Source: an optimization exercise on an open RTL-to-GDS flow (aim: small area, a short achievable clock period and few clock cycles). Production flows keep margins and buffers that such runs may drop. At most, simulation tests tie the RTL to the original design; equivalence was not proved. Only the layout flow was run in runs 1 to 3; the RTL was not checked for function there. No activity file was given, so power comes from the tool's default toggle rates.

===== config.mk =====
export PLATFORM = sky130hd
export DESIGN_NAME = ulz_decomp
export DESIGN_NICKNAME = ulz_decomp
export VERILOG_FILES = /design/flow/design.v
export SDC_FILE = /design/flow/constraint.sdc
export NUM_CORES = 4
export LEC_CHECK = 0
export CAP_MARGIN = 20
export CORE_MARGIN = 2
export CORE_UTILIZATION = 40
export SETUP_SLACK_MARGIN = 5
export SLEW_MARGIN = 20

===== constraint.sdc =====
create_clock -name core_clock -period 10.0 [get_ports {clk}]
set_input_delay 2.0000 -clock core_clock [delete_from_list [all_inputs] [get_ports {clk}]]
set_output_delay 2.0000 -clock core_clock [all_outputs]
set_load 0.01 [all_outputs]

===== design.v =====
module ulz_decomp (
    input  wire        clk,
    input  wire        rst,         
    input  wire        start,       
    input  wire [15:0] in_len,      
    input  wire [15:0] out_cap,     
    output wire        ready,
    output reg         done,        
    output wire        ok,          
    output wire [15:0] result,      
    output wire        in_re,
    output wire [15:0] in_addr,
    input  wire [7:0]  in_rdata,
    output wire        out_we,
    output wire [15:0] out_waddr,
    output wire [7:0]  out_wdata,
    output wire        out_re,
    output wire [15:0] out_raddr,
    input  wire [7:0]  out_rdata
);
    localparam I_IDLE = 0;
    localparam I_INIT = 1;    
    localparam I_HRD  = 2;    
    localparam I_HW1  = 3;    
    localparam I_HW2  = 4;    
    localparam I_CAP  = 5;    
    localparam I_VC   = 6;    
    localparam I_C2   = 7;    
    localparam I_LIT  = 8;    
    localparam I_VA   = 9;    
    localparam I_VB   = 10;   
    localparam I_R1   = 11;   
    localparam I_REF  = 12;   
    localparam I_FIN  = 13;   
    localparam I_ESC  = 14;   
    localparam NS     = 15;
    reg [NS-1:0] st;
    reg          okr;
    wire s_idle = st[I_IDLE];
    wire s_init = st[I_INIT];
    wire s_hrd  = st[I_HRD];
    wire s_hw1  = st[I_HW1];
    wire s_hw2  = st[I_HW2];
    wire s_cap  = st[I_CAP];
    wire s_vc   = st[I_VC];
    wire s_c2   = st[I_C2];
    wire s_lit  = st[I_LIT];
    wire s_va   = st[I_VA];
    wire s_vb   = st[I_VB];
    wire s_r1   = st[I_R1];
    wire s_ref  = st[I_REF];
    wire s_fin  = st[I_FIN];
    wire s_esc  = st[I_ESC];
    reg [15:0] head;             
    reg [15:0] avail;            
    reg [15:0] fa;               
    reg [2:0]  cnt;
    reg        hbig;             
    reg [15:0] size;
    reg [15:0] rp;               
    reg [15:0] o;                
    reg [15:0] endp;             
    reg        endhi;            
    reg [15:0] src;              
    reg        offbad;           
    reg        fwd1, fwd2;       
    reg        fin;              
    reg [1:0]  ret;              
    reg [25:0] bb;               
    reg [4:0]  bn;               
    reg        fp;               
    reg        ibv;              
    reg [7:0]  ib;               
    reg        vvalid;
    reg [16:0] vval;             
    reg        vbig;             
    reg        vesc;             
    reg        vz;               
    reg [1:0]  vm;               
    reg        ire;              
    reg [15:0] ia;               
    reg        fq;               
    reg        ore;              
    reg        pf;               
    reg        r1, r1lit;        
    reg        wv;               
    reg [7:0]  wd, wd2;          
    wire st_lit_rd = s_c2 | s_lit;
    wire st_ref_rd = s_r1 | s_ref;
    wire cons_port = s_init | s_hrd | st_lit_rd | (s_esc & !cnt[2]);
    wire mC  = s_ref & last_ref & !fin;
    wire mA  = s_lit & last_lit & !fin;
    wire vcx = s_vc | mC;
    wire vax = (s_va & !fin) | mA;
    wire s_v = vcx | vax | s_vb;
    wire take = (vvalid & !vesc & ((vcx & vz) | vax | s_vb)) | s_c2;
    wire [2:0] t  = bb[2:0];
    wire cA = !t[0];
    wire cB = (t[1:0] == 2'b01);
    wire cC = (t == 3'b011);
    wire have = cA ? (bn >= 5'd3) : cB ? (bn >= 5'd6) : cC ? (bn >= 5'd11) : (bn >= 5'd19);
    wire [4:0] k = cA ? 5'd3 : cB ? 5'd6 : cC ? 5'd11 : 5'd19;
    wire dec = !s_idle & (!vvalid | take) & have;
    wire [2:0] lr = bn[2:0];
    wire [1:0] m  = cA ? {1'b0, lr < 3'd3} :
                    cB ? {1'b0, lr < 3'd6} :
                    cC ? ((lr < 3'd3) ? 2'd2 : 2'd1) :
                         ((lr < 3'd3) ? 2'd3 : 2'd2);
    wire [16:0] valA = {15'd0, t[2:1]};
    wire [16:0] valB = {12'd0, ({1'b0, bb[5:3], t[2]} + 5'd4)};
    wire [16:0] valC = {8'd0, ({1'b0, bb[10:3]} + 9'd20)};
    wire [16:0] valD = {1'b0, bb[18:3]} + 17'd276;
    wire        escD = (bb[18:3] == 16'hFFFF);
    wire [25:0] bb_app = bb | (ibv ? ({18'd0, ib} << bn) : 26'd0);
    wire [4:0]  bn_app = bn + {1'b0, ibv, 3'b000};
    wire [15:0] head_nx = s_idle ? 16'd0 : cons_port ? head + 16'd1 : head;
    wire [15:0] fa_nx   = s_idle ? in_len : (s_init | fq) ? fa - 16'd1 : fa;
    wire [15:0] rp_inc = rp + 16'd1;
    wire [16:0] avx = ({17{s_v}} & {15'd0, vm}) | ({17{s_c2}} & vval) |
                      {14'd0, s_esc, 1'b0, s_init | s_hrd};
    wire [17:0] av_d   = {2'b0, avail} - {1'b0, avx};
    wire        av_bad = av_d[17];
    wire [16:0] addb = s_vb ? ~vval : vval;
    wire [15:0] adda = (mC | mA) ? endp : rp;      
    wire [17:0] add1 = {2'b0, adda} + {1'b0, addb} + {17'd0, vax | mC};
    wire [17:0] sub2 = {2'b0, size} + {1'b0, ~endhi, ~endp} + {17'd0, s_c2};
    wire        sub2_c = sub2[17];
    wire        sub2_z = (sub2[16:0] == 17'd0);
    wire        h_last  = !ib[7] || cnt[2];
    wire        h_bad   = cnt[2] && (ib[7:4] != 4'd0);
    wire last_lit = (rp_inc == endp);
    wire last_ref = (rp == endp);
    wire slow_bad = (s_cap & (hbig | sub2_c)) |
                    (s_c2 & (av_bad | vbig | endhi | !sub2_c)) |
                    (s_r1 & (offbad | endhi | !sub2_c));
    wire av_lt_m = (avail[15:2] == 14'd0) && (avail[1:0] < vm);
    wire go_fail = pf |
                   ((s_init | s_hrd) & (avail == 16'd0)) |
                   (s_hw2 & h_bad) |
                   (s_v & vvalid & av_lt_m) |
                   (s_esc & (cnt == 3'd0) & (avail < 16'd4));
    wire go_ok   = (s_cap & !hbig & (size == 16'd0)) |
                   (s_fin & !r1 & !pf);
    wire esc_go   = s_v & vvalid & vesc;
    wire esc_back = s_esc & (cnt == 3'd5);
    wire [NS-1:0] nx;
    assign nx[I_IDLE] = (s_idle & !start) | go_fail | go_ok;
    assign nx[I_INIT] = s_idle & start;
    assign nx[I_HRD]  = s_hw2 & !h_last & !go_fail;
    assign nx[I_HW1]  = (s_init | s_hrd) & !go_fail;
    assign nx[I_HW2]  = s_hw1;
    assign nx[I_CAP]  = s_hw2 & h_last & !go_fail;
    assign nx[I_VC]   = (s_cap & !go_fail & !go_ok) |
                        (vcx & !vvalid & !go_fail) |
                        (esc_back & (ret == 2'd0));
    assign nx[I_C2]   = vcx & vvalid & !vesc & !vz & !go_fail;
    assign nx[I_LIT]  = ((s_c2 | s_lit) & !last_lit & !go_fail);
    assign nx[I_VA]   = (vcx & vvalid & !vesc & vz & !go_fail) |
                        (vax & !vvalid & !go_fail) |
                        (s_c2 & last_lit & !go_fail) |
                        (esc_back & (ret == 2'd1));
    assign nx[I_VB]   = (vax & vvalid & !vesc & !go_fail) |
                        (s_vb & !vvalid & !go_fail) |
                        (esc_back & (ret == 2'd2));
    assign nx[I_R1]   = s_vb & vvalid & !vesc & !go_fail;
    assign nx[I_REF]  = (s_r1 | (s_ref & !last_ref)) & !go_fail;
    assign nx[I_FIN]  = ((s_lit & last_lit & fin) |
                         (s_va & fin) |
                         (s_ref & last_ref & fin) |
                         (s_fin & r1)) & !go_fail;
    assign nx[I_ESC]  = (esc_go & !go_fail) | (s_esc & !esc_back & !go_fail);
    always @(posedge clk) begin
        if (rst) begin
            st   <= {{(NS-1){1'b0}}, 1'b1};
            ore  <= 1'b0;
            pf   <= 1'b0;
            done <= 1'b0;
            r1   <= 1'b0;
            wv   <= 1'b0;
        end else begin
            st   <= nx;
            ore  <= nx[I_R1] | nx[I_REF];
            pf   <= slow_bad & !go_fail;
            done <= go_fail | go_ok;
            r1   <= (st_lit_rd | st_ref_rd) & !go_fail;
            wv   <= r1 & !go_fail;
        end
    end
    always @(posedge clk) begin
        if (go_fail | go_ok)
            okr <= go_ok;
        if (r1) begin
            wd  <= r1lit ? in_rdata : fwd1 ? wd : fwd2 ? wd2 : out_rdata;
            wd2 <= wd;
        end
        r1lit <= st_lit_rd;
        if (s_idle)
            o <= 16'd0;
        else if (wv)
            o <= o + 16'd1;
        head <= head_nx;
        if (s_idle)
            avail <= in_len;
        else if (s_init | s_hrd | (s_v & vvalid) | s_c2 | (s_esc & (cnt == 3'd0)))
            avail <= av_d[15:0];
        if (s_idle)
            rp <= 16'd0;
        else if (st_lit_rd | st_ref_rd)
            rp <= rp_inc;
        if (s_idle | esc_go)
            cnt <= 3'd0;
        else if (s_hw2 | s_esc)
            cnt <= cnt + 3'd1;
        if (s_init | go_fail)
            size <= 16'd0;
        else if (s_hw2) begin
            case (cnt)
            3'd0: size[6:0]   <= ib[6:0];
            3'd1: size[13:7]  <= ib[6:0];
            3'd2: size[15:14] <= ib[1:0];
            default: ;
            endcase
        end
        if (s_idle)
            hbig <= 1'b0;
        else if (s_hw2)
            hbig <= hbig | (cnt == 3'd2 && ib[6:2] != 5'd0) |
                           (cnt == 3'd3 && ib[6:0] != 7'd0) |
                           (cnt == 3'd4 && ib[3:0] != 4'd0);
        if (s_idle) begin
            endp  <= out_cap;
            endhi <= 1'b0;
        end else if ((vcx | vax) & vvalid) begin
            endp  <= add1[15:0];
            endhi <= (add1[17:16] != 2'd0) | vbig;
        end
        if (s_vb & vvalid) begin
            src    <= add1[15:0];
            offbad <= !add1[17] | vbig;
            fwd1   <= vz;
            fwd2   <= (vval == 17'd1);
        end else if (st_ref_rd)
            src <= src + 16'd1;
        if (s_idle)
            fin <= 1'b0;
        else if (s_c2 | s_r1)
            fin <= sub2_z;
        if (esc_go)
            ret <= {s_vb, vax};
    end
    wire cons_nx = (s_idle & start) | (s_hw2 & !h_last) |
                   (vcx & vvalid & !vesc & !vz) |
                   ((s_c2 | s_lit) & !last_lit) |
                   esc_go | (s_esc & (cnt < 3'd3));
    wire [1:0] pend = {1'b0, fq} + {1'b0, fp} + {1'b0, ibv};
    wire fill_nx = !s_idle & !cons_nx &
                   ((pend == 2'd0) ? (bn <= 5'd18) : (pend == 2'd1) ? (bn <= 5'd10) :
                    (pend == 2'd2) ? (bn <= 5'd2) : 1'b0);
    always @(posedge clk) begin
        ib  <= in_rdata;
        ibv <= fp & !s_idle;
        fp  <= fq & !s_idle;
        fq  <= fill_nx;
        ire <= cons_nx | fill_nx;
        ia  <= cons_nx ? head_nx : fa_nx;
        fa  <= fa_nx;
        if (s_idle) begin
            bb <= 26'd0;
            bn <= 5'd0;
        end else if (dec) begin
            bb <= cA ? (bb_app >> 3) : cB ? (bb_app >> 6) : cC ? (bb_app >> 11) : (bb_app >> 19);
            bn <= bn_app - k;
        end else begin
            bb <= bb_app;
            bn <= bn_app;
        end
        if (s_idle) begin
            vvalid <= 1'b0;
        end else if (dec) begin
            vvalid <= 1'b1;
            vval   <= cA ? valA : cB ? valB : cC ? valC : valD;
            vbig   <= 1'b0;
            vesc   <= !cA & !cB & !cC & escD;
            vz     <= cA & (t[2:1] == 2'b00);
            vm     <= m;
        end else begin
            if (take)
                vvalid <= 1'b0;
            if (s_v && vvalid)
                vm <= 2'd0;
            if (s_esc) begin
                case (cnt)
                3'd2: vval[7:0] <= ib;
                3'd3: begin vval[16:8] <= {1'b0, ib}; vbig <= 1'b0; end
                3'd4: vbig <= (ib != 8'd0);
                3'd5: begin
                    vesc <= 1'b0;
                    vz   <= (vval[15:0] == 16'd0) && !vbig && (ib == 8'd0);
                    vbig <= vbig | (ib != 8'd0);
                end
                default: ;
                endcase
            end
        end
    end
    assign ready     = s_idle;
    assign ok        = okr;
    assign result    = size;
    assign in_re     = ire;
    assign in_addr   = ia;
    assign out_re    = ore;
    assign out_raddr = src;
    assign out_we    = wv;
    assign out_waddr = o;
    assign out_wdata = wd;
endmodule

===== flow/run.sh =====
#!/bin/bash
set -euo pipefail
sed -e 's/SETUP_SLACK_MARGIN=[0-9.]*/SETUP_SLACK_MARGIN=7/' standard.sh > standard_margin.sh
bash standard_margin.sh > standard_margin.log 2>&1

===== standard.sh =====
#!/bin/bash
# synth_recipe.tcl (not shown) runs the flow's synth.tcl, then flattens the netlist and writes it again
# the make line also repeats each setting of config.mk as NAME=value (left out here)
make -C /OpenROAD-flow-scripts/flow DESIGN_CONFIG=/design/flow/config.mk WORK_HOME=/design/flow/orfs CLKGATE_MAP_FILE= SYNTH_SCRIPT=/design/flow/synth_recipe.tcl "${@:-finish}"

==> flow_metrics.py, run 1 <==
metrics = {
    "worst_setup_path": {
        "r2r_cells": 18,
        "arrival_ns": 4.73,
        "critical-path-top-delay-family": "compound AO/OA/AOI/OAI gates",
        "cp_max_fo": 7,
        "crit_required_ns": 10.29,
        "worst_path_max_delay_cell": "dfxtp_4",
        "cpPeakStageDelay_ns": 0.36,
        "cpMostUsedCell": "fa_2",
        "crit_type": "flop to flop",
        "end_kind": "flop",
        "path_cells": "buf_6 > and4_4 > nor3b_4 > a32oi_2 > a211oi_4 > nand4_4 > o21ai_2 > and2_4 > mux2i_4 > fa_2 > fa_2 > nor2b_1 > o31a_1 > o221a_4 > a221o_1 > a21oi_1 > xor2_1 > o21ai_0",
        "cp.depth": 18,
        "start_kind": "flop",
        "critPathBufInv": 1,
    },
    "sta": {
        "fin_skew_ns": 0.0222,
        "finalCritPeriodShare_pct": 44.4,
        "slew-limit-headroom_pct": 25.2,
        "min_period_ns": 4.44,
        "timing.setup.tns_ns": 0,
        "hold_viol": 0,
        "worst_pin_slew_ns": 1.12,
        "rsz0062_at_grt": "yes",
        "timing.fmax_mhz": 225,
        "whs_ns": 0.449,
        "setup_violations": 0,
        "slew_viol_final": 0,
        "fin_ws_ns": 5.56,
    },
    "layout": {
        "area_growth_pct": 31.0,
        "utilization_pct": 52.9,
        "layout.nets": 2061,
        "final_cells": 2481,
        "drive_gt1_share_pct": 25.7,
        "n_antenna_cell": 0,
    },
    "floorplanning": {
        "rows": 72,
        "start_util_pct": 40.4,
        "core_area_um2": 38600,
        "io_pins": 129,
        "dieHeight_um": 201,
        "design.die.area_um2": 40500,
        "fp.dieW_um": 201,
    },
    "pwr": {
        "p_clk_share_pct": 36.5,
        "swShare_pct": 30.5,
        "p_leak_nw": 8.12,
        "combPwrFrac_pct": 22.9,
        "p_seq_share_pct": 40.6,
        "p_switching_mw": 0.939,
        "powerDensity_nw_per_um2": 151,
        "irDropWorstVdd_uv": 117,
        "internal_power_mw": 2.13,
    },
    "hold_path": {
        "worstHoldPathType": "flop to flop",
        "hold_path_depth": 1,
    },
    "global_route": {
        "antenna_found_initial": 0,
        "grt_pass1_vias": 13709,
        "grt_max_degree": 76,
        "grt_overflow": 0,
        "global_route.usage.total_pct": 23.6,
        "grt_pass1_wl_um": 76700,
    },
    "detailed_routing": {
        "routedLengthMet1_um": 21900,
        "routed_wl_um": 49700,
        "firstDrtPassIters": 5,
        "drt_iter0_drc": 1131,
        "met2WireLength_um": 23800,
        "num_vias": 13936,
        "drc": 0,
        "met3_length_um": 2540,
        "ant_nets": 0,
        "vias_per_cell": 5.62,
        "wl_per_cell_um": 20.0,
        "highest_layer": "met4",
    },
    "clock_network": {
        "tritoncts": "done",
        "cts-htree-levels": 1,
        "cts_hold_buf": 0,
        "cts_buffers": 31,
        "clock_latency_ns": 0.57,
        "clk_pin_slew_ns": 0.06,
        "cts_buffer_depth": 3,
        "cts_root_buf": "clkbuf_16",
        "clock_sinks": 259,
    },
    "logic_synthesis": {
        "seq_area_frac_synth_pct": 39.2,
        "synth_edf_count": 92,
        "synth.cell_area_um2": 15600,
        "syn_nets": 1844,
        "synthFlopType": "dfxtp_1",
        "yosysWarnings": 1,
        "async_flop_share_pct": 0,
        "synth_area_leaders": "dfxtp_1 (21%), edfxtp_1 (18%), ha_1 (5.2%)",
        "syn_avg_cell_area_um2": 9.04,
        "synth_cell_types": 91,
        "yosys.area.top_type_share_pct": 21.5,
        "ys_seq_elements": 259,
        "synth_cells": 1722,
        "synth.largest_area_cell": "dfxtp_1",
    },
    "placement": {
        "hpwl_um": 33400,
        "place_inst": 2291,
        "dp_slack_ns": 4.56,
        "numPortBuffers": 128,
        "gp_congestion": 0.919,
    },
    "run": {
        "drv_cap": 0,
    },
    "status": {
        "outcome": "complete, no violations",
    },
}
[stage by stage]
step / power [mW] / area, µm²
2_1_floorplan: 1.67 / 15800
3_3_place_gp: 1.85 / 17400
3_5_place_dp: 1.85 / 17400
4_1_cts: 3.04 / 19700
5_1_grt: 3.21 / 20400
6_report: 3.07 / 20400
[metal layers]
layer | vias to the layer above | global-route usage, %
met1 | 6760 | 31.7
met3 | 85 | 2.74
met2 | 409 | 39.6
met4 | 0 | 7.93
li1 | 6682 | -
met5 | - | 0
[Yosys cell counts, types with 6 or more instances]
| cell | n |
|---|---|
| a211oi_1 | 14 |
| a21o_1 | 19 |
| a21oi_1 | 87 |
| a221oi_1 | 7 |
| a31oi_1 | 14 |
| and2_1 | 10 |
| and3_1 | 19 |
| buf_2 | 14 |
| buf_4 | 9 |
| clkbuf_1 | 59 |
| dfxtp_1 | 167 |
| edfxtp_1 | 92 |
| fa_1 | 6 |
| ha_1 | 65 |
| inv_1 | 62 |
| mux2_1 | 15 |
| mux2_2 | 28 |
| mux2i_1 | 44 |
| nand2_1 | 178 |
| nand2b_1 | 24 |
| nand3_1 | 46 |
| nand4_1 | 20 |
| nor2_1 | 145 |
| nor2b_1 | 24 |
| nor3_1 | 36 |
| nor4_1 | 34 |
| o211ai_1 | 16 |
| o21a_1 | 11 |
| o21ai_0 | 114 |
| o21ai_1 | 14 |
| o21bai_1 | 13 |
| o221ai_1 | 10 |
| o22ai_1 | 9 |
| o31ai_1 | 12 |
| or3_1 | 16 |
| or4_1 | 6 |
| xnor2_1 | 70 |
| xor2_1 | 82 |
[worst paths after layout]
check	from	endpoint	slack, ns
setup / recovery	rp[1]	src[12]	5.56
hold / removal	st[3]	st[4]	0.45
setup reg to reg	rp[1]	src[12]	5.56
hold reg to reg	st[3]	st[4]	0.45
[worst register-to-register path, delay by kind of cell (launching register included)]
kind | cells | cell delay (ns)
xor gates and xnor gates | 1 | 0.23
buffers and inverters | 1 | 0.12
AOI/OAI and AO/OA | 8 | 1.79
and+or+nand+nor | 5 | 1.00
DFF | 1 | 0.36
muxes | 1 | 0.25
adders and majority gates | 2 | 0.45
[flip-flops by register name, summed over array words and instances, names as in the netlist, 2 cells and up]
signal,count
avail,16
bb,26
bn,5
cnt,3
endp,16
fa,16
head,16
ia,16
ib,8
o,16
ret,2
rp,16
size,16
src,16
st,15
vm,2
vval,17
wd,8
wd2,8
[placed cells by master, fill, tap and decap left out, types with 16 or more instances in the layout]
master,count
clkbuf_16,37
a21oi_1,77
xnor2_1,63
buf_2,28
a21o_1,18
nor2_1,139
inv_1,60
mux2_4,20
nand2_1,173
nand2b_1,24
nand3_1,40
o21ai_0,80
buf_6,66
dfxtp_2,32
nand4_1,20
buf_4,116
clkdlybuf4s50_1,49
nor2b_1,22
xor2_1,78
mux2_2,17
ha_1,52
o211ai_1,16
and3_1,19
edfxtp_1,92
o21ai_1,36
nor3_1,34
dfxtp_4,33
dfxtp_1,102
mux2i_1,43
nor4_1,31
[cell families (layout without fill, tap and decap cells)]
kind of cell	Yosys count	after routing	synth area share (%)
AND/OR/NAND/NOR	587	587	18.3
AO/OA/AOI/OAI	410	413	17.2
flip-flops	259	259	39.2
XOR/XNOR	152	152	8.55
buffers and inverters	151	389	4.02
multiplexers	92	92	6.66
adder cells (fa/ha/maj)	71	71	6.00
[power groups by stage]
| stage | clock network, mW | logic, mW | registers, mW |
|---|---|---|---|
| global placement | 0 | 0.573 | 1.27 |
| floorplan | 0 | 0.429 | 1.24 |
| detailed placement | 0 | 0.576 | 1.28 |
| finish | 1.12 | 0.704 | 1.25 |
| global route | 1.19 | 0.764 | 1.26 |
| CTS | 1.14 | 0.650 | 1.25 |
[cell type report]
type                            instances  area, µm²
Inverter                               63        236
Timing Repair Buffer                  269       2450
Tap cell                              518        648
Fill cell                            3601      18200
Sequential cell                       259       6270
Multi-Input combinational cell       1315       9770
Clock inverter                          6       38.8
Clock buffer                           51        977
[repair_timing]
item | 4_1_cts | 5_1_grt
endpoints found under the setup margin | 300 | 271
setup buffers | 89 | 37
resized for setup | 543 | 90
pin swaps | 57 | 42
gates cloned | 4 | 3
==> run 2, diff against run 1 <==
--- a/design.v
+++ b/design.v
@@ -118,3 +118,4 @@
     wire [15:0] rp_inc = rp + 16'd1;
-    wire [16:0] avx = ({17{s_v}} & {15'd0, vm}) | ({17{s_c2}} & vval) |
+    wire        s_cp = s_lit | s_ref;
+    wire [16:0] avx = ({17{s_vc | s_va | s_vb | s_cp}} & {15'd0, vm}) | ({17{s_c2}} & vval) |
                       {14'd0, s_esc, 1'b0, s_init | s_hrd};
@@ -123,4 +124,4 @@
     wire [16:0] addb = s_vb ? ~vval : vval;
-    wire [15:0] adda = (mC | mA) ? endp : rp;      
-    wire [17:0] add1 = {2'b0, adda} + {1'b0, addb} + {17'd0, vax | mC};
+    wire [15:0] adda = s_cp ? endp : rp;
+    wire [17:0] add1 = {2'b0, adda} + {1'b0, addb} + {17'd0, s_va | s_cp};
     wire [17:0] sub2 = {2'b0, size} + {1'b0, ~endhi, ~endp} + {17'd0, s_c2};
==> flow_metrics.py, run 2 <==
metrics = {
    "placement": {
        "dp_slack_ns": 5.97,
        "gp_congestion": 0.893,
        "hpwl_um": 32800,
        "numPortBuffers": 128,
    },
    "hold_path": {
        "worstHoldPathType": "flop to flop",
        "hold_path_depth": 1,
        "worstHoldStart": "st[3]",
    },
    "floorplanning": {
        "design.die.area_um2": 40100,
        "fp.dieW_um": 200,
        "io_pins": 129,
        "start_util_pct": 40.8,
        "dieHeight_um": 200,
        "rows": 71,
        "core_area_um2": 37800,
    },
    "worst_setup_path": {
        "rrSetupSlack_ns": 6.74,
        "cpPeakStageDelay_ns": 0.42,
        "cp_max_fo": 5,
        "start_kind": "flop",
        "crit_required_ns": 10.44,
        "critPathLaunch": "st[12]",
        "path_cells": "buf_6 > nor2_4 > buf_12 > mux2i_4 > fa_2 > fa_2 > nor2b_2 > o21ai_2 > a21oi_2 > o211a_1 > o31a_1 > nor3_4 > or4_4 > nand3_2 > a211oi_2",
        "cpMostUsedCell": "fa_2",
        "arrival_ns": 3.70,
        "reg2reg_from": "st[12]",
        "crit_type": "flop to flop",
        "end_kind": "flop",
        "rr_endpoint": "endhi",
        "r2r_cells": 15,
        "worst_path_max_delay_cell": "or4_4",
        "cp-endpoint": "endhi",
    },
    "clock_network": {
        "cts_buffer_depth": 3,
        "cts-htree-levels": 1,
        "tritoncts": "done",
        "clock_sinks": 259,
        "clk_pin_slew_ns": 0.06,
        "cts_hold_buf": 0,
        "cts_buffers": 30,
        "cts_root_buf": "clkbuf_16",
        "clock_latency_ns": 0.58,
    },
    "sta": {
        "slew-limit-headroom_pct": 25.9,
        "timing.fmax_mhz": 306,
        "finalCritPeriodShare_pct": 32.6,
        "min_period_ns": 3.26,
        "worst_pin_slew_ns": 1.11,
        "timing.setup.tns_ns": 0,
        "setup_violations": 0,
        "fin_ws_ns": 6.74,
        "fin_skew_ns": 0.0108,
        "hold_viol": 0,
        "rsz0062_at_grt": "yes",
        "slew_viol_final": 0,
    },
    "detailed_routing": {
        "drt_iter0_drc": 984,
        "wl_per_cell_um": 19.7,
        "routed_wl_um": 49400,
        "vias_per_cell": 5.59,
        "ant_nets": 0,
        "drc": 0,
        "num_vias": 13989,
        "firstDrtPassIters": 6,
    },
    "run": {
        "drv_cap": 0,
    },
    "layout": {
        "area_growth_pct": 33.2,
        "regMostFlops": "bb",
        "regArea_um2": 6270,
        "num-fill-cells": 3369,
        "layout_common_cells": "nand2_1 (184), nor2_1 (132), buf_4 (116)",
        "drive_gt1_share_pct": 25.4,
        "largest_reg_flops": 26,
        "top_regs": "bb x26, vval x17",
        "layout_commonest_cell": "nand2_1",
        "utilization_pct": 54.3,
        "multi_input_comb_area_um2": 9450,
        "layout.nets": 2091,
    },
    "logic_synthesis": {
        "synth.largest_area_cell": "dfxtp_1",
        "syn_avg_cell_area_um2": 8.88,
        "synth.cell_area_um2": 15400,
        "synthFlopType": "dfxtp_1",
        "yosysWarnings": 1,
        "synth_cell_types": 87,
        "seq_area_frac_synth_pct": 39.7,
        "yosys.area.top_type_share_pct": 21.7,
        "syn_nets": 1856,
        "yosysMostFrequentCell": "nand2_1",
        "synth_edf_count": 92,
        "synth_cells": 1734,
        "synth_area_leaders": "dfxtp_1 (22%), edfxtp_1 (18%), ha_1 (5.3%)",
        "async_flop_share_pct": 0,
        "ys_seq_elements": 259,
        "ys_top_cells_by_count": "nand2_1 (189), dfxtp_1 (167), nor2_1 (140), o21ai_0 (137), edfxtp_1 (92)",
    },
    "pwr": {
        "combPwrFrac_pct": 14.9,
        "irDropWorstVdd_uv": 108,
        "p_switching_mw": 0.732,
        "p_seq_share_pct": 42.4,
        "p_clk_share_pct": 42.7,
        "p_leak_nw": 8.20,
        "powerDensity_nw_per_um2": 135,
        "swShare_pct": 26.4,
        "internal_power_mw": 2.04,
    },
    "global_route": {
        "grt_max_degree": 123,
        "grt_overflow": 0,
        "antenna_found_initial": 1,
        "grt_pass1_wl_um": 75600,
        "global_route.usage.total_pct": 23.4,
        "grt_pass1_vias": 13678,
    },
    "status": {
        "outcome": "complete, no violations",
    },
}
run 2: changes by cell type after synthesis, sizes merged, moves of 12 or more:
cell	delta
nor3	+32
mux2	-24
nor4	-13
a21oi	-12
inv	+12
o22ai	+12
xnor2	+12
run 2: final cells by class:
type / instances / share of cell area, %
Multi-Input combinational cell: 1313 / 46.1
Sequential cell: 259 / 30.6
Inverter: 75 / 1.39
Tap cell: 511 / 3.12
Clock buffer: 41 / 4.27
Clock inverter: 14 / 0.897
Timing Repair Buffer: 290 / 13.7
Antenna cell: 1 / 0.0122
run 2: worst max-delay path, delay by kind of cell, from the launching register on:
| family | cells | cell delay [ns] |
|---|---|---|
| AO/OA/AOI/OAI | 5 | 0.79 |
| buffers and inverters | 2 | 0.23 |
| multiplexers | 1 | 0.18 |
| AND/OR/NAND/NOR | 5 | 0.78 |
| flip-flops | 1 | 0.37 |
| adder cells (fa/ha/maj) | 2 | 0.77 |
run 2: stage by stage:
step           instances  area (µm²)  power, mW  hold WS, ns
6_report            2504       20500       2.77        0.446
2_1_floorplan       1734       15500       1.41        0.414
3_5_place_dp        2295       17100       1.53        0.439
4_1_cts             2457       19600       2.76        0.444
3_3_place_gp        2295       17100       1.53        0.419
5_1_grt             2504       20500       2.87        0.455
run 2: per-layer routing:
metal  track usage, %  share of wire (%)
met1             30.1                 43
met2             39.6                 48
met3             3.22                4.4
met4             9.57                4.7
met5                0                  0
run 2: how the worst min path moves through the flow:
stage                     endpoint
after floorplan              st[4]
after global placement       st[4]
after detailed placement     st[4]
after CTS                    st[4]
after global routing        wd2[0]
final                        st[4]
run 2: cell families (layout without fill, tap and decap cells):
| logic type | Yosys count | after routing | synth area share [%] |
|---|---|---|---|
| other cells | 0 | 1 | 0 |
| mux | 76 | 76 | 5.45 |
| buf+inv | 164 | 420 | 4.27 |
| flops | 259 | 259 | 39.7 |
| xor+xnor | 155 | 155 | 8.82 |
| fa+ha+maj | 71 | 71 | 6.06 |
| compound gates | 392 | 393 | 16.3 |
| simple gates | 617 | 618 | 19.4 |
run 2: timing repair:
action | 4_1_cts | 5_1_grt
gates resized for setup | 557 | 124
pin swaps | 53 | 46
setup buffers | 100 | 42
cloned | 7 | 4
endpoints found under the setup margin | 275 | 249
run 2: power groups by stage:
stage / registers (mW) / clock network, mW / logic (mW)
global route: 1.18 / 1.23 / 0.451
finish: 1.18 / 1.18 / 0.414
CTS: 1.17 / 1.20 / 0.380
floorplan: 1.19 / 0 / 0.225
detailed placement: 1.21 / 0 / 0.323
global placement: 1.21 / 0 / 0.319
==> run 3, diff against run 2 <==
--- a/design.v
+++ b/design.v
@@ -79,2 +79,4 @@
     reg [1:0]  vm;               
+    reg        v1;               
+    reg        lastq;            
     reg        ire;              
@@ -90,4 +92,4 @@
     wire cons_port = s_init | s_hrd | st_lit_rd | (s_esc & !cnt[2]);
-    wire mC  = s_ref & last_ref & !fin;
-    wire mA  = s_lit & last_lit & !fin;
+    wire mC  = s_ref & lastq & !fin;
+    wire mA  = s_lit & lastq & !fin;
     wire vcx = s_vc | mC;
@@ -131,4 +133,5 @@
     wire        h_bad   = cnt[2] && (ib[7:4] != 4'd0);
-    wire last_lit = (rp_inc == endp);
-    wire last_ref = (rp == endp);
+    wire last_lit = lastq;
+    wire last_ref = lastq;
+    wire [15:0] rp_p2 = {rp[15:1] + 15'd1, rp[0]};
     wire slow_bad = (s_cap & (hbig | sub2_c)) |
@@ -241,5 +244,6 @@
             fwd1   <= vz;
-            fwd2   <= (vval == 17'd1);
+            fwd2   <= v1;
         end else if (st_ref_rd)
             src <= src + 16'd1;
+        lastq <= vcx ? v1 : st_lit_rd ? (rp_p2 == endp) : (rp_inc == endp);
         if (s_idle)
@@ -285,2 +289,3 @@
             vz     <= cA & (t[2:1] == 2'b00);
+            v1     <= cA & (t[2:1] == 2'b01);
             vm     <= m;
@@ -293,9 +298,23 @@
                 case (cnt)
-                3'd2: vval[7:0] <= ib;
-                3'd3: begin vval[16:8] <= {1'b0, ib}; vbig <= 1'b0; end
-                3'd4: vbig <= (ib != 8'd0);
+                3'd2: begin
+                    vval[7:0] <= ib;
+                    vz <= (ib == 8'd0);
+                    v1 <= (ib == 8'd1);
+                end
+                3'd3: begin
+                    vval[16:8] <= {1'b0, ib};
+                    vbig <= 1'b0;
+                    vz <= vz & (ib == 8'd0);
+                    v1 <= v1 & (ib == 8'd0);
+                end
+                3'd4: begin
+                    vbig <= (ib != 8'd0);
+                    vz <= vz & (ib == 8'd0);
+                    v1 <= v1 & (ib == 8'd0);
+                end
                 3'd5: begin
                     vesc <= 1'b0;
-                    vz   <= (vval[15:0] == 16'd0) && !vbig && (ib == 8'd0);
                     vbig <= vbig | (ib != 8'd0);
+                    vz <= vz & (ib == 8'd0);
+                    v1 <= v1 & (ib == 8'd0);
                 end
==> flow_metrics.py, run 3 <==
metrics = {
    "logic_synthesis": {
        "syn_avg_cell_area_um2": 8.85,
        "seq_area_frac_synth_pct": 40.3,
        "synth.largest_area_cell": "dfxtp_1",
        "synthSimpleGateAreaFrac_pct": 19.0,
        "ys_seq_elements": 261,
        "muxShareOfSynthArea_pct": 4.72,
        "ys_top_cells_by_count": "nand2_1 (187), dfxtp_1 (168), nor2_1 (157), o21ai_0 (124), a21oi_1 (99)",
        "synthFlopType": "dfxtp_1",
        "synth_area_leaders": "dfxtp_1 (22%), edfxtp_1 (18%), ha_1 (5.4%)",
        "synth.cell_area_um2": 15300,
        "yosys.area.top_type_share_pct": 22.0,
        "yosysWarnings": 1,
        "syn_nets": 1851,
        "async_flop_share_pct": 0,
        "synth_fa_ha_area_share_pct": 6.19,
        "synth_xor_area_share_pct": 8.82,
        "synth_top_family_by_area": "simple AND/OR/NAND/NOR gates",
        "synth_cell_types": 80,
        "yosysMostFrequentCell": "nand2_1",
        "synth_edf_count": 93,
        "synth_compound_area_share_pct": 17.1,
        "synth_cells": 1728,
    },
    "worst_setup_path": {
        "end_kind": "flop",
        "start_kind": "flop",
        "cp_max_fo": 3,
        "cpPeakStageDelay_ns": 0.36,
        "r2r_cells": 14,
        "path_cells": "or2_4 > nor2_4 > nand2_2 > a22oi_2 > ha_1 > nor2b_4 > o31a_1 > o22a_1 > a221oi_4 > buf_4 > o21ai_2 > o41ai_4 > nor4b_2 > o31ai_2",
        "arrival_ns": 3.71,
        "crit_type": "flop to flop",
        "crit_required_ns": 10.48,
        "worst_path_max_delay_cell": "o41ai_4",
    },
    "hold_path": {
        "worstHoldPathType": "flop to flop",
        "hold_path_depth": 0,
    },
    "status": {
        "outcome": "complete, no violations",
    },
    "floorplanning": {
        "start_util_pct": 40.6,
        "fp.dieW_um": 199,
        "design.die.area_um2": 39800,
        "io_pins": 129,
        "rows": 71,
        "dieHeight_um": 199,
        "core_area_um2": 37700,
    },
    "global_route": {
        "antenna_found_initial": 0,
        "grt_overflow": 0,
        "grt_pass1_vias": 13225,
        "global_route.usage.total_pct": 23.5,
        "grt_pass1_wl_um": 73600,
        "grt_max_degree": 79,
    },
    "sta": {
        "fin_skew_ns": 0.0237,
        "timing.fmax_mhz": 309,
        "min_period_ns": 3.23,
        "finalCritPeriodShare_pct": 32.3,
        "hold_viol": 0,
        "slew_viol_final": 0,
        "rsz0062_at_grt": "yes",
        "fin_ws_ns": 6.77,
        "timing.setup.tns_ns": 0,
        "slew-limit-headroom_pct": 34.3,
        "worst_pin_slew_ns": 0.983,
        "whs_ns": 0.449,
        "setup_violations": 0,
    },
    "detailed_routing": {
        "wl_per_cell_um": 19.5,
        "drc": 0,
        "routed_wl_um": 47800,
        "vias_per_cell": 5.56,
        "ant_nets": 0,
        "firstDrtPassIters": 9,
        "num_vias": 13662,
        "drt_iter0_drc": 1044,
    },
    "pwr": {
        "total_power_mw": 2.90,
        "irDropWorstVdd_uv": 121,
        "p_leak_nw": 7.39,
        "powerDensity_nw_per_um2": 151,
    },
    "clock_network": {
        "cts_buffer_depth": 3,
        "clk_pin_slew_ns": 0.06,
        "clock_latency_ns": 0.58,
        "cts-htree-levels": 1,
        "cts_buffers": 31,
        "clock_sinks": 261,
        "tritoncts": "done",
        "cts_root_buf": "clkbuf_16",
    },
    "layout": {
        "utilization_pct": 51.1,
        "final_cells": 2455,
        "area_growth_pct": 25.8,
        "design_area_um2": 19200,
        "layout.nets": 2042,
        "layout_common_cells": "nand2_1 (182), nor2_1 (153), o21ai_0 (113)",
        "num-fill-cells": 3572,
        "drive_gt1_share_pct": 20.8,
        "regMostFlops": "bb",
        "n_antenna_cell": 0,
        "top_regs": "bb x26, vval x17",
        "regArea_um2": 6280,
        "largest_reg_flops": 26,
        "layout_commonest_cell": "nand2_1",
        "multi_input_comb_area_um2": 8910,
    },
    "placement": {
        "place_inst": 2288,
        "dp_slack_ns": 5.80,
        "numPortBuffers": 128,
        "hpwl_um": 33400,
        "gp_congestion": 0.909,
        "placed_cell_area_um2": 17000,
    },
    "run": {
        "drv_cap": 0,
    },
}
-- run 3: what timing repair did --
action,CTS,global route
buffers inserted,81,24
resized for setup,501,42
setup endpoints to repair,191,130
hold buffers,0,0
cloned,4,0
pin swaps,36,29
-- run 3: area by class of cell --
cell class | instances | share of cell area [%]
well taps | 511 | 3.32
repair buffers | 245 | 11.4
clock buffers | 45 | 4.62
multi-input cells | 1320 | 46.3
inverters | 60 | 1.19
clock inverters | 13 | 0.462
flip-flops and latches | 261 | 32.7
-- run 3: cells by family after synthesis --
group | count (synthesis)
compound gates | 419
xor+xnor | 154
fa+ha+maj | 72
buf+inv | 149
flops | 261
mux | 62
simple gates | 611
-- run 3: metal layers --
metal  vias to the layer above  wire (µm)  GRT usage, %
li1                       6622          -             -
met1                      6544      20800          30.7
met2                       404      22900          40.3
met3                        92       2500          3.11
met4                         0       1580          7.35
met5                         -          0             0
-- run 3: worst max-delay path, delay by kind of cell, from the launching register on --
kind | cells | cell delay [ns]
AO/OA/AOI/OAI | 7 | 1.63
adder cells (fa/ha/maj) | 1 | 0.26
buffers and inverters | 1 | 0.18
flip-flops | 1 | 0.34
AND/OR/NAND/NOR | 5 | 0.73
-- run 3: worst paths after layout --
check / startpoint / to / slack (ns)
worst max-delay path: st[12] / pf / 6.77
worst min-delay path: wd[1] / wd2[1] / 0.45
worst max register to register: st[12] / pf / 6.77
worst min register to register: wd[1] / wd2[1] / 0.45
-- run 3: power by group --
group	total [mW]	internal, mW	switching, mW
sequential	1.25	1.17	0.0780
clock	1.08	0.618	0.463
combinational	0.577	0.254	0.323
total	2.90	2.04	0.864
==> run 4, diff against run 3 <==
--- a/design.v
+++ b/design.v
@@ -130,3 +130,9 @@
     wire        sub2_c = sub2[17];
-    wire        sub2_z = (sub2[16:0] == 17'd0);
+    wire [16:0] e17  = {endhi, endp};
+    wire [16:0] s17  = {1'b0, size};
+    wire [16:0] inc_s = e17 ^ 17'd1 ^ s17;
+    wire [16:0] inc_c = {((e17[15:0] & 16'd1) | ((e17[15:0] | 16'd1) & ~s17[15:0])), 1'b0};
+    wire        eq_l  = (e17 == s17);
+    wire        eq_r  = (inc_s == inc_c);
+    wire        sub2_z = s_c2 ? eq_l : eq_r;
     wire        h_last  = !ib[7] || cnt[2];
@@ -135,3 +141,8 @@
     wire last_ref = lastq;
-    wire [15:0] rp_p2 = {rp[15:1] + 15'd1, rp[0]};
+    wire [15:0] p1_s = rp ^ 16'd1 ^ endp;
+    wire [15:0] p1_c = {(rp[14:0] & 15'd1) | ((rp[14:0] | 15'd1) & ~endp[14:0]), 1'b0};
+    wire [15:0] p2_s = rp ^ 16'd2 ^ endp;
+    wire [15:0] p2_c = {(rp[14:0] & 15'd2) | ((rp[14:0] | 15'd2) & ~endp[14:0]), 1'b0};
+    wire        eq_p1 = (p1_s == p1_c);
+    wire        eq_p2 = (p2_s == p2_c);
     wire slow_bad = (s_cap & (hbig | sub2_c)) |
@@ -247,3 +258,3 @@
             src <= src + 16'd1;
-        lastq <= vcx ? v1 : st_lit_rd ? (rp_p2 == endp) : (rp_inc == endp);
+        lastq <= vcx ? v1 : st_lit_rd ? eq_p2 : eq_p1;
         if (s_idle)
==> flow_metrics.py, run 4 <==
metrics = {
    "logic_synthesis": {
        "yosys.area.top_type_share_pct": 22.3,
        "yosysWarnings": 1,
        "synth_edf_count": 93,
        "synth.cell_area_um2": 15100,
        "ys_seq_elements": 261,
        "syn_nets": 1819,
        "synth_cells": 1666,
        "synth.largest_area_cell": "dfxtp_1",
        "synthFlopType": "dfxtp_1",
        "ys_top_cells_by_count": "nand2_1 (190), dfxtp_1 (168), nor2_1 (144), o21ai_0 (116), xor2_1 (102)",
        "seq_area_frac_synth_pct": 40.9,
        "yosysMostFrequentCell": "nand2_1",
        "syn_avg_cell_area_um2": 9.03,
        "synth_area_leaders": "dfxtp_1 (22%), edfxtp_1 (19%), ha_1 (8.1%)",
        "async_flop_share_pct": 0,
        "synth_cell_types": 78,
    },
    "hold_path": {
        "worstHoldStart": "wd[0]",
        "worstHoldPathType": "flop to flop",
        "hold_path_end": "wd2[0]",
        "hold_path_depth": 0,
    },
    "worst_setup_path": {
        "worst_path_max_delay_cell": "edfxtp_1",
        "critical-path-top-delay-family": "flip-flops",
        "cp_max_fo": 4,
        "crit_type": "flop to output port",
        "rrSetupSlack_ns": 6.88,
        "r2r_cells": 14,
        "path_cells": "buf_2",
        "rr_endpoint": "endp[12]",
        "start_kind": "flop",
        "critPathBufInv": 1,
        "cpPeakStageDelay_ns": 0.44,
        "crit_required_ns": 8.00,
        "end_kind": "output port",
        "reg2reg_from": "st[8]",
        "arrival_ns": 1.18,
    },
    "sta": {
        "fin_ws_ns": 6.82,
        "hold_viol": 0,
        "timing.setup.tns_ns": 0,
        "slew_viol_final": 0,
        "slew-limit-headroom_pct": 37.2,
        "timing.fmax_mhz": 314,
        "setup_violations": 0,
        "rsz0062_at_grt": "yes",
        "finalCritPeriodShare_pct": 31.8,
        "fin_skew_ns": 0.0104,
        "worst_pin_slew_ns": 0.942,
        "min_period_ns": 3.18,
    },
    "status": {
        "outcome": "complete, no violations",
    },
    "floorplanning": {
        "io_pins": 129,
        "design.die.area_um2": 39200,
        "start_util_pct": 40.2,
        "core_area_um2": 37400,
        "rows": 71,
        "fp.dieW_um": 198,
        "dieHeight_um": 198,
    },
    "detailed_routing": {
        "firstDrtPassIters": 6,
        "ant_nets": 0,
        "drc": 0,
        "vias_per_cell": 5.43,
        "drt_iter0_drc": 929,
        "num_vias": 12946,
        "routed_wl_um": 45000,
        "wl_per_cell_um": 18.9,
    },
    "placement": {
        "placed_cell_area_um2": 16700,
        "numPortBuffers": 128,
        "dp_slack_ns": 5.89,
        "gp_congestion": 0.935,
        "hpwl_um": 32000,
        "place_inst": 2236,
    },
    "layout": {
        "layout_common_cells": "nand2_1 (186), nor2_1 (141), dfxtp_1 (110)",
        "area_growth_pct": 26.0,
        "top_regs": "bb x26, vval x17",
        "design_area_um2": 19000,
        "largest_reg_flops": 26,
        "final_cells": 2385,
        "n_antenna_cell": 0,
        "regMostFlops": "bb",
        "drive_gt1_share_pct": 21.0,
        "layout.nets": 2003,
        "layout_commonest_cell": "nand2_1",
    },
    "clock_network": {
        "clock_sinks": 261,
        "cts-htree-levels": 1,
        "cts_hold_buf": 0,
        "cts_root_buf": "clkbuf_16",
        "cts_buffers": 30,
        "cts_buffer_depth": 3,
        "clk_pin_slew_ns": 0.07,
        "clock_latency_ns": 0.57,
        "tritoncts": "done",
    },
    "global_route": {
        "grt_overflow": 0,
        "grt_pass1_vias": 12752,
        "global_route.usage.total_pct": 22.7,
        "grt_max_degree": 96,
        "grt_pass1_wl_um": 70200,
        "antenna_found_initial": 0,
    },
    "pwr": {
        "p_clk_share_pct": 39.4,
        "p_switching_mw": 0.831,
        "internal_power_mw": 2.07,
        "total_power_mw": 2.90,
        "powerDensity_nw_per_um2": 153,
        "irDropWorstVdd_uv": 129,
        "combPwrFrac_pct": 18.0,
        "p_seq_share_pct": 42.6,
        "swShare_pct": 28.6,
        "p_leak_nw": 7.37,
    },
    "run": {
        "drv_cap": 0,
    },
}
## run 4: logic make-up (layout without fill, tap and decap cells)
logic type	Yosys count	count (layout)	synth area share [%]
flip-flops	261	261	40.9
AND/OR/NAND/NOR	575	575	18.2
buffers and inverters	146	354	3.90
AO/OA/AOI/OAI	370	370	15.2
XOR/XNOR	157	157	9.14
adder cells (fa/ha/maj)	102	102	8.68
multiplexers	55	55	4.05
## run 4: power by group through the flow
stage	sequential [mW]	combinational [mW]	clock [mW]
6_report	1.24	0.523	1.14
5_1_grt	1.25	0.579	1.21
4_1_cts	1.24	0.499	1.16
3_5_place_dp	1.27	0.460	0
3_3_place_gp	1.27	0.453	0
2_1_floorplan	1.23	0.337	0
## run 4: final cells by class
cell class	count	area [µm²]
clock buffer	34	797
fill	3465	18400
tap	511	639
sequential	261	6300
clock inverter	22	226
multi-input combinational	1259	8670
timing repair buffer	231	2080
inverter	67	251
## run 4: worst max path at each step
stage,slack (ns),startpoint,end,cells past startpoint
global placement,5.89,start,ia[14],5
detailed placement,5.89,start,ia[14],5
finish,6.82,src[10],out_raddr[10],1
floorplan,6.85,start,ia[14],6
CTS,6.75,src[10],out_raddr[10],1
global route,6.77,st[8],offbad,14
## run 4: routing by layer
| metal | up-vias | track usage, % | wire, µm |
|---|---|---|---|
| li1 | 6310 | - | - |
| met1 | 6161 | 30.3 | 20200 |
| met2 | 387 | 38.5 | 21200 |
| met3 | 88 | 2.78 | 2270 |
| met4 | 0 | 6.54 | 1340 |
| met5 | - | 0 | 0 |
## run 4: stage by stage
step / hold WS, ns / utilization [%]
6_report: 0.448 / 50.7
5_1_grt: 0.460 / 50.7
4_1_cts: 0.450 / 49.7
3_5_place_dp: 0.428 / 44.8
3_3_place_gp: 0.430 / 44.8
2_1_floorplan: 0.414 / -
## run 4: timing repair
action	4_1_cts	5_1_grt
gates cloned	2	0
gates resized for setup	492	72
endpoints found under the setup margin	186	136
setup buffers	72	18
pin swaps	22	35
Testbench counts of run 4, summed over its fixed seeds: cycles 261,657.
==> run 5, diff against run 4 <==
==> flow/run.sh (replaced) <==
#!/bin/bash
set -euo pipefail
sed -e 's/SETUP_SLACK_MARGIN=[0-9.]*/SETUP_SLACK_MARGIN=6.8/' standard.sh > standard_margin.sh
bash standard_margin.sh > standard_margin.log 2>&1
--- a/config.mk
+++ b/config.mk
@@ -9,3 +9,3 @@
 export CORE_MARGIN = 2
-export CORE_UTILIZATION = 40
+export CORE_UTILIZATION = 60
 export SETUP_SLACK_MARGIN = 5
==> flow_metrics.py, run 5 <==
metrics = {
    "logic_synthesis": {
        "synth_area_leaders": "dfxtp_1 (22%), edfxtp_1 (19%), ha_1 (8.1%)",
        "async_flop_share_pct": 0,
        "synth.cell_area_um2": 15100,
        "yosys.area.top_type_share_pct": 22.3,
        "yosysMostFrequentCell": "nand2_1",
        "syn_nets": 1819,
        "seq_area_frac_synth_pct": 40.9,
        "ys_top_cells_by_count": "nand2_1 (190), dfxtp_1 (168), nor2_1 (144), o21ai_0 (116), xor2_1 (102)",
        "synth.largest_area_cell": "dfxtp_1",
        "synthFlopType": "dfxtp_1",
        "synth_cells": 1666,
        "ys_seq_elements": 261,
        "synth_cell_types": 78,
        "yosysWarnings": 1,
        "synth_edf_count": 93,
        "syn_avg_cell_area_um2": 9.03,
    },
    "clock_network": {
        "tritoncts": "done",
        "cts_buffer_depth": 3,
        "clock_latency_ns": 0.55,
        "cts_buffers": 29,
        "cts_root_buf": "clkbuf_16",
        "cts-htree-levels": 1,
        "cts_hold_buf": 0,
        "clk_pin_slew_ns": 0.06,
        "clock_sinks": 261,
    },
    "layout": {
        "n_antenna_cell": 0,
        "top_regs": "bb x26, vval x17",
        "area_growth_pct": 17.8,
        "final_cells": 2131,
        "drive_gt1_share_pct": 12.2,
        "regMostFlops": "bb",
        "layout.nets": 1939,
        "layout_common_cells": "nand2_1 (190), nor2_1 (143), dfxtp_1 (133)",
        "layout_commonest_cell": "nand2_1",
        "largest_reg_flops": 26,
        "num-fill-cells": 1884,
    },
    "global_route": {
        "antenna_found_initial": 0,
        "grt_pass1_vias": 12443,
        "grt_max_degree": 70,
        "grt_overflow": 0,
        "global_route.usage.total_pct": 31.0,
        "grt_pass1_wl_um": 65500,
    },
    "floorplanning": {
        "rows": 57,
        "design.die.area_um2": 26400,
        "io_pins": 129,
        "fp.dieW_um": 162,
        "dieHeight_um": 162,
        "start_util_pct": 61.5,
        "core_area_um2": 24500,
    },
    "detailed_routing": {
        "drt_iter0_drc": 1266,
        "vias_per_cell": 6.04,
        "firstDrtPassIters": 6,
        "num_vias": 12881,
        "routed_wl_um": 41200,
        "drc": 0,
        "wl_per_cell_um": 19.3,
        "ant_nets": 0,
    },
    "pwr": {
        "p_leak_nw": 6.90,
        "total_power_mw": 2.79,
        "powerDensity_nw_per_um2": 157,
        "irDropWorstVdd_uv": 162,
    },
    "worst_setup_path": {
        "cp_max_fo": 2,
        "cpPeakStageDelay_ns": 0.38,
        "critPathBufInv": 1,
        "arrival_ns": 1.18,
        "start_kind": "flop",
        "worst_path_max_delay_cell": "edfxtp_1",
        "crit_type": "flop to output port",
        "path_cells": "clkdlybuf4s15_1",
        "crit_required_ns": 8.00,
        "end_kind": "output port",
        "critical-path-top-delay-family": "flip-flops",
    },
    "status": {
        "outcome": "complete, no violations",
    },
    "hold_path": {
        "worstHoldPathType": "flop to flop",
    },
    "run": {
        "drv_cap": 0,
    },
    "sta": {
        "slew_viol_final": 0,
        "rsz0062_at_grt": "yes",
        "finalCritPeriodShare_pct": 31.8,
        "fin_ws_ns": 6.82,
        "hold_viol": 0,
        "worst_pin_slew_ns": 0.990,
        "fin_skew_ns": 0.0110,
        "setup_violations": 0,
        "min_period_ns": 3.18,
        "slew-limit-headroom_pct": 33.8,
        "timing.setup.tns_ns": 0,
        "timing.fmax_mhz": 315,
    },
    "placement": {
        "gp_congestion": 0.966,
        "place_inst": 2049,
        "dp_slack_ns": 5.99,
        "hpwl_um": 29400,
        "numPortBuffers": 128,
    },
}
## run 5: cell counts after synthesis
No cell type changed its count.
## run 5: timing repair
action / 4_1_cts / 5_1_grt
resized for setup: 201 / 60
cloned: 1 / 0
buffers inserted: 18 / 11
setup endpoints to repair: 127 / 66
pin swaps: 4 / 8
## run 5: worst paths after layout
kind           from      endpoint  slack (ns)  cells past startpoint
min reg2reg   wd[2]        wd2[2]        0.45                      0
max reg2reg  st[12]      endp[12]        6.86                     13
min           wd[2]        wd2[2]        0.45                      0
max           wd[0]  out_wdata[0]        6.82                      1
## run 5: final cells by class
class	instances	area, µm²	area share [%]
multi-input cells	1259	8430	47.5
flip-flops and latches	261	6230	35.1
repair buffers	168	1450	8.16
clock buffers	45	912	5.14
well taps	324	405	2.29
inverters	67	251	1.42
clock inverters	7	60.1	0.339
## run 5: through the flow
stage	util, %	cell area (µm²)	hold WS [ns]
after floorplan	-	15100	0.414
final	72.5	17700	0.447
after CTS	72.1	17600	0.447
after global placement	67.4	16500	0.420
after global routing	72.5	17700	0.463
after detailed placement	67.4	16500	0.433
## run 5: where the power goes
part           total (mW)  leakage [nW]  switching, mW  internal [mW]
clock network        1.08         0.485          0.431          0.649
logic               0.471          4.14          0.269          0.202
registers            1.24          2.27         0.0730           1.17
total                2.79          6.90          0.774           2.02
## run 5: per-layer routing
| layer | GRT usage, % | vias up | part of all wire (%) |
|---|---|---|---|
| met3 | 3.49 | 82 | 6.3 |
| li1 | - | 6170 | - |
| met2 | 52.8 | 479 | 48 |
| met4 | 8.93 | 0 | 2.8 |
| met1 | 42.0 | 6150 | 43 |
| met5 | 0 | - | 0 |
## run 5: logic make-up (layout without fill, tap and decap cells)
family                   count (synthesis)  after routing  share of synthesized area (%)
flip-flops                             261            261                           40.9
buffers and inverters                  146            287                           3.90
AO/OA/AOI/OAI                          370            370                           15.2
multiplexers                            55             55                           4.05
AND/OR/NAND/NOR                        575            575                           18.2
adder cells (fa/ha/maj)                102            102                           8.68
XOR/XNOR                               157            157                           9.14
==> run 6, diff against run 5 <==
--- a/config.mk
+++ b/config.mk
@@ -9,3 +9,3 @@
 export CORE_MARGIN = 2
-export CORE_UTILIZATION = 60
+export CORE_UTILIZATION = 75
 export SETUP_SLACK_MARGIN = 5
==> flow_metrics.py, run 6 <==
metrics = {
    "floorplanning": {
        "fp.dieW_um": 146,
        "core_area_um2": 19600,
        "design.die.area_um2": 21200,
        "io_pins": 129,
        "dieHeight_um": 146,
        "start_util_pct": 76.8,
        "rows": 51,
    },
    "sta": {
        "timing.fmax_mhz": 265,
        "timing.setup.tns_ns": 0,
        "fin_skew_ns": 0.0118,
        "finalCritPeriodShare_pct": 37.8,
        "min_period_ns": 3.78,
        "worst_pin_slew_ns": 1.39,
        "rsz0062_at_grt": "yes",
        "slew-limit-headroom_pct": 5.89,
        "whs_ns": 0.445,
        "setup_violations": 0,
        "hold_viol": 0,
        "slew_viol_final": 0,
    },
    "logic_synthesis": {
        "synth_area_leaders": "dfxtp_1 (22%), edfxtp_1 (19%), ha_1 (8.1%)",
        "yosys.area.top_type_share_pct": 22.3,
        "synth_cell_types": 78,
        "yosysMostFrequentCell": "nand2_1",
        "syn_avg_cell_area_um2": 9.03,
        "seq_area_frac_synth_pct": 40.9,
        "synth_cells": 1666,
        "syn_nets": 1819,
        "synth.cell_area_um2": 15100,
        "ys_seq_elements": 261,
        "synthFlopType": "dfxtp_1",
        "synth.largest_area_cell": "dfxtp_1",
        "async_flop_share_pct": 0,
        "synth_edf_count": 93,
        "ys_top_cells_by_count": "nand2_1 (190), dfxtp_1 (168), nor2_1 (144), o21ai_0 (116), xor2_1 (102)",
        "yosysWarnings": 1,
    },
    "clock_network": {
        "tritoncts": "done",
        "cts_buffer_depth": 3,
        "clk_pin_slew_ns": 0.07,
        "clock_latency_ns": 0.55,
        "cts_buffers": 27,
        "clock_sinks": 261,
        "cts_root_buf": "clkbuf_16",
        "cts_hold_buf": 0,
        "cts-htree-levels": 1,
    },
    "placement": {
        "gp_congestion": 1.02,
        "hpwl_um": 30100,
        "numPortBuffers": 128,
        "place_inst": 1989,
    },
    "global_route": {
        "grt_pass1_wl_um": 75400,
        "global_route.usage.total_pct": 43.9,
        "grt_max_degree": 88,
        "grt_pass1_vias": 14354,
        "antenna_found_initial": 0,
        "grt_overflow": 0,
    },
    "layout": {
        "num-fill-cells": 849,
        "largest_reg_flops": 26,
        "multi_input_comb_area_um2": 8480,
        "layout_commonest_cell": "nand2_1",
        "layout_common_cells": "nand2_1 (187), nor2_1 (143), dfxtp_1 (133)",
        "final_cells": 2073,
        "regMostFlops": "bb",
        "n_antenna_cell": 0,
        "utilization_pct": 89.9,
        "regArea_um2": 6220,
        "top_regs": "bb x26, vval x17",
        "drive_gt1_share_pct": 12.5,
        "layout.nets": 1941,
        "area_growth_pct": 17.1,
    },
    "detailed_routing": {
        "firstDrtPassIters": 10,
        "drt_iter0_drc": 2350,
        "wl_per_cell_um": 25.1,
        "ant_nets": 0,
        "routed_wl_um": 52100,
        "num_vias": 14857,
        "vias_per_cell": 7.17,
        "drc": 0,
    },
    "worst_setup_path": {
        "critPathBufInv": 2,
        "cp_max_fo": 4,
        "arrival_ns": 3.99,
        "worst_path_max_delay_cell": "nor3_2",
        "crit_required_ns": 10.21,
        "critical-path-top-delay-family": "compound AO/OA/AOI/OAI gates",
        "crit_type": "flop to flop",
        "path_cells": "nor2_4 > buf_6 > mux2i_4 > inv_1 > ha_1 > nor2b_1 > o31a_1 > nor3_2 > o21ai_1 > a21o_1 > a21oi_1 > xor2_1 > o21ai_0",
        "cpPeakStageDelay_ns": 0.46,
        "start_kind": "flop",
        "end_kind": "flop",
    },
    "status": {
        "outcome": "complete, no violations",
    },
    "run": {
        "drv_cap": 0,
    },
    "pwr": {
        "total_power_mw": 2.82,
        "irDropWorstVdd_uv": 163,
        "powerDensity_nw_per_um2": 160,
        "p_leak_nw": 6.93,
    },
    "hold_path": {
        "worstHoldPathType": "flop to flop",
    },
}
run 6: cell counts after synthesis:
No cell type changed its count.
run 6: timing repair:
action,4_1_cts,5_1_grt
cloned,1,2
buffers inserted,22,10
pin swaps,2,8
resized for setup,181,71
endpoints found under the setup margin,161,78
run 6: path summary, 6_finish.rpt:
kind	from	to	slack, ns	depth (start not counted)
hold / removal	wd[2]	wd2[2]	0.44	0
hold reg to reg	wd[2]	wd2[2]	0.44	0
setup / recovery	st[8]	endp[9]	6.22	13
setup reg to reg	st[8]	endp[9]	6.22	13
run 6: cell type report:
| cell class | instances | share of cell area (%) |
|---|---|---|
| Multi-Input combinational cell | 1261 | 48.1 |
| Sequential cell | 261 | 35.3 |
| Timing Repair Buffer | 170 | 8.14 |
| Clock buffer | 39 | 4.56 |
| Tap cell | 265 | 1.88 |
| Inverter | 67 | 1.43 |
| Clock inverter | 10 | 0.547 |
run 6: power by group:
part	switching [mW]	internal, mW
combinational	0.309	0.208
clock	0.443	0.607
sequential	0.0814	1.17
total	0.833	1.98
run 6: kinds of logic (layout without fill, tap and decap cells):
logic type	count (synthesis)	after routing	synth area share [%]
simple gates	575	577	18.2
mux	55	55	4.05
fa+ha+maj	102	102	8.68
flops	261	261	40.9
compound gates	370	370	15.2
xor+xnor	157	157	9.14
buf+inv	146	286	3.90
run 6: through the flow:
step | cell area (µm²) | setup slack, ns
after floorplan | 15100 | 6.81
after global placement | 16400 | 6.06
after detailed placement | 16400 | 6.00
after CTS | 17500 | 6.72
after global routing | 17600 | 6.21
final | 17600 | 6.22
run 6: routing by layer:
layer / vias up / track usage, % / share of wire [%]
li1: 6167 / - / -
met1: 6803 / 52.6 / 33
met2: 1433 / 73.8 / 46
met3: 454 / 8.24 / 13
met4: 0 / 26.1 / 8.2
met5: - / 0 / 0
==> run 7, diff against run 6 <==
--- a/config.mk
+++ b/config.mk
@@ -9,3 +9,6 @@
 export CORE_MARGIN = 2
-export CORE_UTILIZATION = 75
+export CORE_UTILIZATION = 65
+export CTS_CLUSTER_DIAMETER = 100
+export CTS_CLUSTER_SIZE = 22
+export PLACE_DENSITY = 0.7
 export SETUP_SLACK_MARGIN = 5
==> flow_metrics.py, run 7 <==
metrics = {
    "logic_synthesis": {
        "ys_seq_elements": 261,
        "synth_top_family_by_area": "simple AND/OR/NAND/NOR gates",
        "synth_cell_types": 78,
        "synthFlopType": "dfxtp_1",
        "syn_nets": 1819,
        "seq_area_frac_synth_pct": 40.9,
        "synth.largest_area_cell": "dfxtp_1",
        "synth_xor_area_share_pct": 9.14,
        "synth.cell_area_um2": 15100,
        "synthSimpleGateAreaFrac_pct": 18.2,
        "synth_area_leaders": "dfxtp_1 (22%), edfxtp_1 (19%), ha_1 (8.1%)",
        "async_flop_share_pct": 0,
        "muxShareOfSynthArea_pct": 4.05,
        "ys_top_cells_by_count": "nand2_1 (190), dfxtp_1 (168), nor2_1 (144), o21ai_0 (116), xor2_1 (102)",
        "synth_fa_ha_area_share_pct": 8.68,
        "synth_compound_area_share_pct": 15.2,
        "synth_edf_count": 93,
        "yosysWarnings": 1,
        "synth_cells": 1666,
        "syn_avg_cell_area_um2": 9.03,
        "yosysMostFrequentCell": "nand2_1",
        "yosys.area.top_type_share_pct": 22.3,
    },
    "clock_network": {
        "cts_buffer_depth": 3,
        "cts_root_buf": "clkbuf_16",
        "tritoncts": "done",
        "clk_pin_slew_ns": 0.10,
        "clock_sinks": 261,
        "cts-htree-levels": 1,
        "cts_buffers": 15,
        "clock_latency_ns": 0.50,
    },
    "sta": {
        "slew-limit-headroom_pct": 8.54,
        "slew_viol_final": 0,
        "rsz0062_at_grt": "yes",
        "finalCritPeriodShare_pct": 31.7,
        "fin_skew_ns": 0.0224,
        "setup_violations": 0,
        "timing.fmax_mhz": 316,
        "hold_viol": 0,
        "worst_pin_slew_ns": 1.35,
        "min_period_ns": 3.17,
        "timing.setup.tns_ns": 0,
    },
    "worst_setup_path": {
        "critPathBufInv": 1,
        "start_kind": "flop",
        "worst_path_max_delay_cell": "edfxtp_1",
        "critical-path-top-delay-family": "flip-flops",
        "path_cells": "dlygate4sd2_1",
        "end_kind": "output port",
        "crit_type": "flop to output port",
        "crit_required_ns": 8.00,
        "cpPeakStageDelay_ns": 0.39,
        "cp_max_fo": 2,
        "arrival_ns": 1.17,
    },
    "layout": {
        "largest_reg_flops": 26,
        "area_growth_pct": 14.4,
        "layout_commonest_cell": "nand2_1",
        "final_cells": 2064,
        "regMostFlops": "bb",
        "num-fill-cells": 1675,
        "layout.nets": 1925,
        "top_regs": "bb x26, vval x17",
        "drive_gt1_share_pct": 9.39,
        "n_antenna_cell": 0,
        "layout_common_cells": "nand2_1 (188), nor2_1 (143), dfxtp_1 (132)",
    },
    "floorplanning": {
        "fp.dieW_um": 156,
        "rows": 55,
        "core_area_um2": 22700,
        "design.die.area_um2": 24400,
        "dieHeight_um": 156,
        "io_pins": 129,
        "start_util_pct": 66.3,
    },
    "run": {
        "drv_cap": 0,
    },
    "detailed_routing": {
        "drt_iter0_drc": 1362,
        "routed_wl_um": 41100,
        "ant_nets": 0,
        "vias_per_cell": 6.23,
        "drc": 0,
        "firstDrtPassIters": 6,
        "num_vias": 12863,
        "wl_per_cell_um": 19.9,
    },
    "global_route": {
        "antenna_found_initial": 0,
        "grt_overflow": 0,
        "grt_pass1_wl_um": 63700,
        "grt_max_degree": 80,
        "grt_pass1_vias": 12190,
        "global_route.usage.total_pct": 32.7,
    },
    "placement": {
        "place_inst": 2010,
        "gp_congestion": 1.03,
        "hpwl_um": 29400,
        "numPortBuffers": 128,
    },
    "pwr": {
        "irDropWorstVdd_uv": 155,
        "p_leak_nw": 6.75,
        "powerDensity_nw_per_um2": 137,
    },
    "hold_path": {
        "worstHoldPathType": "flop to flop",
    },
    "status": {
        "outcome": "complete, no violations",
    },
}
-- run 7: cell counts after synthesis --
No cell type changed its count.
-- run 7: final timing paths --
path / startpoint / end / slack [ns] / cells past startpoint
max: src[9] / out_raddr[9] / 6.83 / 1
min: wd[5] / wd2[5] / 0.45 / 0
max reg2reg: st[8] / endp[11] / 6.88 / 12
min reg2reg: wd[5] / wd2[5] / 0.45 / 0
-- run 7: repair_timing --
action                     4_1_cts  5_1_grt
gates resized for setup        138       56
cloned                           0        3
setup endpoints to repair      134       62
hold buffers                     0        0
buffers inserted                16       11
pin swaps                        1       14
-- run 7: cell type report --
type	instances	area (µm²)	area share (%)
clock buffers	24	420	2.44
flip-flops and latches	261	6230	36.1
well taps	285	357	2.07
multi-input cells	1261	8470	49.2
inverters	67	251	1.46
repair buffers	166	1500	8.73
-- run 7: kinds of logic (layout without fill, tap and decap cells) --
family / Yosys count / in the layout
and+or+nand+nor: 575 / 577
AOI/OAI and AO/OA: 370 / 370
DFF: 261 / 261
xor gates and xnor gates: 157 / 157
buffers and inverters: 146 / 257
adders and majority gates: 102 / 102
muxes: 55 / 55
-- run 7: per-stage QoR --
stage,utilization (%),power (mW),worst slack (ns),instance area [µm²],hold slack [ns]
floorplan,-,1.56,6.81,15100,0.414
global placement,72.4,1.70,6.05,16400,0.423
detailed placement,72.4,1.72,6.03,16400,0.432
CTS,74.7,2.34,6.68,17000,0.448
global route,75.8,2.45,6.75,17200,0.475
finish,75.8,2.36,6.83,17200,0.452
-- run 7: per-layer routing --
metal / global-route usage (%) / share of wire, % / wire, µm / vias to the layer above
met5: 0 / 0 / 0 / -
met4: 9.04 / 2.6 / 1070 / 0
met3: 3.44 / 6.7 / 2740 / 78
met2: 55.6 / 48 / 19600 / 491
met1: 44.7 / 43 / 17700 / 6167
li1: - / - / - / 6127
-- run 7: power breakdown --
part / total [mW] / internal [mW] / switching [mW]
logic: 0.482 / 0.207 / 0.275
registers: 1.24 / 1.17 / 0.0738
clock network: 0.641 / 0.292 / 0.350

-- what the ideal ports hide --
In the flow no input, the clock included, has a driving cell. The finished layouts below were timed again as built, in two steps. Step 1 sets driving cells, clkbuf_16 on the clock port and buf_2 on the other inputs (assumed; they add their load-dependent delay and slew). Step 2, shift: input delay + t, output delay - t, t = (earliest + latest rising clock arrival at the registers) / 2. This alone moves slack from input paths to output paths. Three values: ideal ports, drivers, drivers and shift; two values: the first two.
run	shift t [ns]	slack for setup (ns)	latest minus earliest clock arrival (ns)	worst register clock-pin slew, ns
run 1	0.617	5.556 / 5.556 / 5.556	0.022 / 0.023	0.07 / 0.07
run 2	0.631	6.736 / 6.736 / 6.330	0.010 / 0.011	0.06 / 0.06
run 3	0.623	6.765 / 6.765 / 6.418	0.024 / 0.024	0.06 / 0.06
run 4	0.617	6.816 / 6.764 / 6.474	0.012 / 0.012	0.07 / 0.07
run 5	0.591	6.821 / 6.771 / 6.287	0.012 / 0.011	0.07 / 0.07
run 6	0.591	6.219 / 6.219 / 6.197	0.013 / 0.012	0.08 / 0.08
run 7	0.538	6.833 / 6.782 / 6.511	0.023 / 0.023	0.10 / 0.10
After both steps every run listed still meets setup and hold. The setup slack of run 5, which loses most, moves by -0.050 ns with the drivers and by -0.534 ns with both steps.
